From an optimization exercise on the open Yosys and OpenROAD flow, aimed at small area; shortcuts taken in it are not production practice.
Function was checked by simulation only, so behaviour that the tests miss may differ from the original.
Power is estimated from default activity; no workload was simulated.

==> cedar: inputs <==
==> flow/design.v (excerpt) <==
module koki_h74 (
    input  wire        clk,
    input  wire        rst,
    input  wire        cmd_we,
    input  wire [31:0] cmd,
    output wire [35:0] res,
    output wire [1:0]  status      
);
clock: 7.0 ns
lec_check: 0
abc_area: 1
cap_margin: 20
core_margin: 2
core_utilization: 35
gpl_timing_driven: 0
slew_margin: 20
synth_memory_max_bits: 32768
standard.sh (not shown) runs the stock make flow with config.mk's settings and CLKGATE_MAP_FILE= SYNTH_SCRIPT=/design/flow/synth_recipe.tcl, a recipe that flattens the netlist after the stock synthesis.
==> flow/flow/run.sh <==
#!/bin/bash
# Own layout flow: the standard layout (standard.sh) with
#  - synthesis by flow/synth.tcl: the standard flow's synthesis script, but ABC maps
#    for area (flow/abc.script) and no adder cells are extracted;
#  - the port buffers that global placement inserts made from buf_1.
# Registers, their names and cell types are those of the standard synthesis.
set -euo pipefail
HERE=$(pwd)
export OWN_ABC_SCRIPT="$HERE/flow/abc.script"
export BUFFER_PORTS_ARGS="-buffer_cell sky130_fd_sc_hd__buf_1"
bash standard.sh SYNTH_SCRIPT="$HERE/flow/synth.tcl" ADDER_MAP_FILE= finish > standard.log 2>&1
==> flow/flow/abc.script <==
strash
dch -f
map -D 3500
topo
stime -c
==> flow/flow/synth.tcl <==
# The standard flow's synthesis script (synth_recipe.tcl) with two changes: every abc
# call maps with the area-oriented script flow/abc.script, and the caller
# sets ADDER_MAP_FILE empty so no half/full adder cells are extracted.
proc synth {args} { yosys synth -nofsm -noshare {*}$args }
proc abc {args} {
  set i [lsearch -exact $args -script]
  if { $i >= 0 } {
    set args [lreplace $args [expr {$i + 1}] [expr {$i + 1}] $::env(OWN_ABC_SCRIPT)]
  }
  yosys abc {*}$args
}
source $::env(SCRIPTS_DIR)/synth.tcl
# left out here: clear keep_hierarchy, flatten, clean up, hide names made inside functions, write 1_2_yosys.v
==> inputs of willow, as changes to cedar <==
==> flow/flow/run.sh (replaced) <==
#!/bin/bash
# Own layout flow: the standard layout (standard.sh), with the port
# buffers that global placement inserts made from the smallest buffer cell.
set -euo pipefail
export BUFFER_PORTS_ARGS="-buffer_cell sky130_fd_sc_hd__buf_1"
bash standard.sh > standard.log 2>&1
--- a/flow/config.mk
+++ b/flow/config.mk
@@ -10,5 +10,4 @@
 export CORE_MARGIN = 2
 export CORE_UTILIZATION = 35
-export GPL_TIMING_DRIVEN = 0
 export SLEW_MARGIN = 20
 export SYNTH_MEMORY_MAX_BITS = 32768
removed: flow/flow/abc.script
removed: flow/flow/synth.tcl
==> run summary <==
cedar produced a clean layout. willow went through all stages and came out clean. Of cedar and willow, willow has the higher fmax (gap 5.0%, measured against willow). Against willow, the routed wire length of cedar is larger by about 1.6%. Register-to-register slack: willow is higher than cedar (0.10 ns). In willow the global-route usage is lower than in cedar, by 4.1 points. Between cedar and willow, the lower utilization is in willow (gap 2.6 points). In sequential power, cedar and willow hardly differ. Of cedar and willow, cedar has the higher sequential share of layout area (gap 1.0 points).

==> inputs of branch nickel <==
Another version of the RTL of koki_h74 (not shown whole).
clock: 7.0 ns
lec_check: 0
abc_area: 1
cap_margin: 20
core_margin: 2
core_utilization: 35
cts_cluster_diameter: 200
cts_cluster_size: 30
gpl_timing_driven: 0
slew_margin: 20
synth_hierarchical: 1
synth_memory_max_bits: 32768
==> flow/flow/run.sh <==
#!/bin/bash
# Own layout flow: the standard layout (standard.sh) with
#  - synthesis by flow/synth.tcl: the standard flow's synthesis script, but ABC maps
#    for area (flow/abc.script) and no adder cells are extracted;
#  - the port buffers that global placement inserts made from buf_1.
# Registers, their names and cell types are those of the standard synthesis.
set -euo pipefail
HERE=$(pwd)
export OWN_ABC_SCRIPT="$HERE/flow/abc.script"
export BUFFER_PORTS_ARGS="-buffer_cell sky130_fd_sc_hd__buf_1"
bash standard.sh SYNTH_SCRIPT="$HERE/flow/synth.tcl" ADDER_MAP_FILE= finish > standard.log 2>&1
==> flow/flow/abc.script <==
strash
dch
map -D 4000
topo
stime -c
==> flow/flow/synth.tcl <==
# The standard flow's synthesis script (synth_recipe.tcl) with two changes: every abc
# call maps with the area-oriented script flow/abc.script, and the caller
# sets ADDER_MAP_FILE empty so no half/full adder cells are extracted.
proc synth {args} { yosys synth -nofsm -noshare {*}$args }
proc abc {args} {
  set i [lsearch -exact $args -script]
  if { $i >= 0 } {
    set args [lreplace $args [expr {$i + 1}] [expr {$i + 1}] $::env(OWN_ABC_SCRIPT)]
  }
  yosys abc {*}$args
}
source $::env(SCRIPTS_DIR)/synth.tcl
# left out here: clear keep_hierarchy, flatten, clean up, hide names made inside functions, write 1_2_yosys.v
==> branch sierra: changes against branch nickel <==
CTS_CLUSTER_DIAMETER = not set   (was 200)
CTS_CLUSTER_SIZE = not set   (was 30)
==> impl_results.md <==
- Status: complete, no violations
- Setup CP Type: input pin to register
- Yosys top cell by area: dfxtp_1
- Ports: 73
- Max reg flops: 20
- Non-Filler Instances: 750
- Fin. Hold Viols: 0
- CTS Hold Bufs: 0
- Post-place setup slack: -0.660 ns
- Post-CTS Resized: 7
- Cell mode on critical path: nand2_1
- P per Cell Area: 140 nW/µm²
-- figures above: branch nickel

==> impl_results.md <==
- Clock latency on the worst-skew pair: 0.26 ns
- Non-clock buffers: 78
- Post-place setup slack: -0.660 ns
- Post-CTS Resized: 7
- Ports: 73
- Fin. Hold Viols: 0
- Setup CP Type: input pin to register
- Status: complete, no violations
- P per Cell Area: between 100 and 150 nW/µm²
- Non-Filler Instances: 750
-- figures above: branch sierra

==> static timing again, ports no longer ideal <==
The flow's constraints put no driver on any port. The routed layouts listed below were extracted and timed again, unchanged, in two steps.
Step 1: set_driving_cell puts a clkbuf_16 on clk and a buf_2 on each other input, an assumption about the parent block.
Step 2 adds t to the input delays and takes it off the output delays; t is the mean of the earliest and latest rising clock arrival at the registers after step 1. Input paths then give back, and output paths get back, about the clock's delay inside the block.
a / b / c = no drivers / after step 1 / after step 2; a / b = the first two.
run | t (ns) | slack for setup (ns) | hold slack, ns
cedar | 0.293 | 0.530 / 0.534 / 0.241 | 0.495 / 0.495 / 0.495
willow | 0.280 | 0.852 / 0.860 / 0.579 | 0.479 / 0.479 / 0.479
branch nickel | 0.286 | 0.514 / 0.518 / 0.232 | 0.469 / 0.469 / 0.469
branch sierra | 0.286 | 0.514 / 0.518 / 0.232 | 0.469 / 0.469 / 0.469
After both steps every run listed still meets setup and hold. The setup slack of cedar, which loses most, moves by +0.004 ns with the drivers and by -0.289 ns with both steps.
